Source: an optimization exercise on an open RTL-to-GDS flow (aim: small area). Production flows keep margins and buffers that such runs may drop. Function was checked by simulation only, so behaviour that the tests miss may differ from the original. No activity file was given, so power comes from the tool's default toggle rates.

==> flow/design.v (excerpt) <==
module mapic_acq (
    input  wire        clk,
    input  wire        rst,
    input  wire        us_tick,
    input  wire        cin_valid,
    input  wire [7:0]  cin_data,
    input  wire        cin_last,
    output wire        cin_ready,
    output wire        cout_valid,
    output wire [7:0]  cout_data,
    output wire        cout_last,
    input  wire        cout_ready,
    output wire        sout_valid,
    output wire [7:0]  sout_data,
    output wire        sout_last,
    input  wire [11:0] adc_data,
    input  wire        trig_in,
    input  wire        rate_in,
    output wire        bus_req,
    output wire [1:0]  bus_op,
    output wire [6:0]  bus_addr,
    output wire [7:0]  bus_wdata,
    input  wire        bus_ack,
    input  wire        bus_present,
    input  wire [7:0]  bus_rdata,
    output wire        pol_out,
    output wire        tp_out,
    output wire        clr_out,
    output wire        idle,
    output wire [2:0]  fault_code,
    output wire [7:0]  bus_err_cnt
);
    localparam [4:0] S_IDLE     = 5'b00000,
                     S_RXPAY    = 5'b00001,
                     S_DRAIN    = 5'b00010,    
                     S_DRAIN_I  = 5'b00011,    
                     S_RD_GAIN  = 5'b00100,
                     S_RD_THR   = 5'b00101,
                     S_SCAN     = 5'b00110,
                     S_WRITE    = 5'b00111,
                     S_DECODE   = 5'b01000,
                     S_PAYDONE  = 5'b01001,
                     S_SETTLE   = 5'b01010,
  ...
==> flow/config.mk <==
export PLATFORM = sky130hd
export DESIGN_NAME = mapic_acq
export DESIGN_NICKNAME = mapic_acq
export VERILOG_FILES = /design/flow/design.v
export SDC_FILE = /design/flow/constraint.sdc
export NUM_CORES = 4
export LEC_CHECK = 0
export CAP_MARGIN = 0
export CORE_MARGIN = 2
export CORE_UTILIZATION = 40
export SLEW_MARGIN = 0
==> flow/constraint.sdc <==
create_clock -name core_clock -period 18.0 [get_ports {clk}]
set_input_delay 3.6000 -clock core_clock [delete_from_list [all_inputs] [get_ports {clk}]]
set_output_delay 3.6000 -clock core_clock [all_outputs]
set_load 0.01 [all_outputs]
standard.sh (not shown) runs the stock make flow with config.mk's settings and CLKGATE_MAP_FILE= SYNTH_SCRIPT=/design/flow/synth_recipe.tcl, a recipe that flattens the netlist after the stock synthesis.
==> flow/flow/run.sh <==
#!/bin/bash
# Standard ORFS layout, except:
#  - the combinational logic of the standard synthesis is re-mapped by ABC for area
#    before floorplanning (registers: names, count and cell types untouched);
#  - port buffers use the smallest buffer cell;
#  - the clock tree uses small clock buffers in small clusters and no dummy loads.
set -euo pipefail
WORK=$(pwd)
RES=$WORK/orfs/results/$FLOW_PLATFORM/mapic_acq/base
YOSYS=${YOSYS_EXE:-$FLOW_HOME/../tools/install/yosys/bin/yosys}
LIB=$FLOW_HOME/platforms/$FLOW_PLATFORM/lib/sky130_fd_sc_hd__tt_025C_1v80.lib

bash standard.sh synth > $WORK/synth_std.log 2>&1
cp $RES/1_2_yosys.v $WORK/1_2_yosys_std.v
LIB=$LIB IN=$WORK/1_2_yosys_std.v OUT=$WORK/1_2_yosys_reabc.v SCRIPT=$WORK/flow/area.abc \
  $YOSYS -c $WORK/flow/reabc.tcl > $WORK/reabc.log 2>&1
cp $WORK/1_2_yosys_reabc.v $RES/1_2_yosys.v
rm -f $RES/1_synth.odb $RES/1_synth.sdc

export BUFFER_PORTS_ARGS="-buffer_cell sky130_fd_sc_hd__buf_1"
export CTS_ARGS="-sink_clustering_enable -repair_clock_nets -dont_use_dummy_load -buf_list sky130_fd_sc_hd__clkbuf_4 -sink_clustering_size 8 -sink_clustering_max_diameter 50"
bash standard.sh > $WORK/layout.log 2>&1
==> flow/flow/area.abc <==
&get -n
&st
&deepsyn -T 600
&dch -f
&nf -a -R 1000
&put
==> flow/flow/reabc.tcl <==
# Re-map the combinational cells of the standard synthesis netlist; keep every register cell.
yosys read_liberty -ignore_miss_func $::env(LIB)
yosys blackbox sky130_fd_sc_hd__dfxtp_1 sky130_fd_sc_hd__edfxtp_1 sky130_fd_sc_hd__conb_1
yosys read_verilog $::env(IN)
yosys hierarchy -top mapic_acq
yosys flatten
yosys opt_clean
set dont {}
foreach c {probe_p_8 probec_p_8 lpflow_*} { lappend dont -dont_use sky130_fd_sc_hd__$c }
yosys abc -liberty $::env(LIB) {*}$dont -script $::env(SCRIPT)
yosys opt_clean -purge
yosys setundef -zero
yosys hilomap -singleton -hicell sky130_fd_sc_hd__conb_1 HI -locell sky130_fd_sc_hd__conb_1 LO
yosys insbuf -buf sky130_fd_sc_hd__buf_4 A X
yosys splitnets
yosys opt_clean -purge
yosys write_verilog -noattr -nohex -nodec $::env(OUT)
# check the written netlist on its own, with the library's cells as black boxes
yosys design -reset
yosys read_liberty -lib -ignore_miss_func $::env(LIB)
yosys read_verilog $::env(OUT)
yosys hierarchy -top mapic_acq
yosys stat -liberty $::env(LIB)
yosys check -assert -mapped
==> next run, changes <==
--- a/flow/flow/run.sh
+++ b/flow/flow/run.sh
@@ -4 +4,2 @@
-#    before floorplanning (registers: names, count and cell types untouched);
+#    (deep AIG synthesis from a few random seeds, the smallest result kept) before
+#    floorplanning; registers (names, count, cell types) are untouched;
@@ -15,2 +16,24 @@
-LIB=$LIB IN=$WORK/1_2_yosys_std.v OUT=$WORK/1_2_yosys_reabc.v SCRIPT=$WORK/flow/area.abc \
-  $YOSYS -c $WORK/flow/reabc.tcl > $WORK/reabc.log 2>&1
+
+pids=()
+for s in 1 2 3 4; do
+  sed "s/SEED/$s/" $WORK/flow/area.abc > $WORK/area_$s.abc
+  LIB=$LIB IN=$WORK/1_2_yosys_std.v OUT=$WORK/1_2_yosys_reabc_$s.v SCRIPT=$WORK/area_$s.abc \
+    $YOSYS -c $WORK/flow/reabc.tcl > $WORK/reabc_$s.log 2>&1 &
+  pids+=($!)
+done
+best=""; best_area=""
+for i in 0 1 2 3; do
+  s=$((i + 1))
+  if wait ${pids[$i]}; then
+    area=$(grep "Chip area" $WORK/reabc_$s.log | tail -1 | awk '{print $NF}')
+    echo "seed $s: area $area" >> $WORK/reabc_pick.log
+    if [[ -n "$area" ]] && { [[ -z "$best" ]] || awk "BEGIN{exit !($area < $best_area)}"; }; then
+      best=$s; best_area=$area
+    fi
+  else
+    echo "seed $s: failed" >> $WORK/reabc_pick.log
+  fi
+done
+[[ -n "$best" ]]
+echo "picked seed $best ($best_area)" >> $WORK/reabc_pick.log
+cp $WORK/1_2_yosys_reabc_$best.v $WORK/1_2_yosys_reabc.v
@@ -21 +44 @@
-export CTS_ARGS="-sink_clustering_enable -repair_clock_nets -dont_use_dummy_load -buf_list sky130_fd_sc_hd__clkbuf_4 -sink_clustering_size 8 -sink_clustering_max_diameter 50"
+export CTS_ARGS="-sink_clustering_enable -repair_clock_nets -dont_use_dummy_load -buf_list sky130_fd_sc_hd__clkbuf_4 -sink_clustering_size 7 -sink_clustering_max_diameter 45"
==> flow/flow/area.abc (replaced) <==
&get -n
&st
&deepsyn -T 1200 -S SEED
&dch -f
&nf -a -R 1000 -C 32 -F 8 -A 6
&put
Outcome: Utilization increases by 0.21 points; combinational power came out higher by 10%; area after synthesis goes down by 0.82%; sequential share of layout area is about the same; fmax went down by 2.5%; global-route usage rises by 1.1 points; total power went up by 2.1%; non-clock buffer count came out higher by 11; routed wire length climbs by 3.3%.

[re-timing with driven ports]
The flow's constraints put no driver on any port. The routed layouts listed below were extracted and timed again, unchanged, in two steps. Step 1 sets driving cells, clkbuf_16 on the clock port and buf_2 on the other inputs (assumed; they add their load-dependent delay and slew). Step 2, shift: input delay + t, output delay - t, t = (earliest + latest rising clock arrival at the registers) / 2. This alone moves slack from input paths to output paths. Three values: ideal ports, drivers, drivers and shift; two values: the first two.
| run | t, ns | slack for setup (ns) | worst setup path after step 2 |
|---|---|---|---|
| the first run | 0.849 | 5.079 / 5.034 / 5.034 | input to output |
| the second run | 0.809 | 4.750 / 4.730 / 4.730 | input to output |
After both steps setup and hold are still met in every run listed. The setup slack of the first run, which loses most, moves by -0.045 ns with the drivers and by -0.045 ns with both steps.
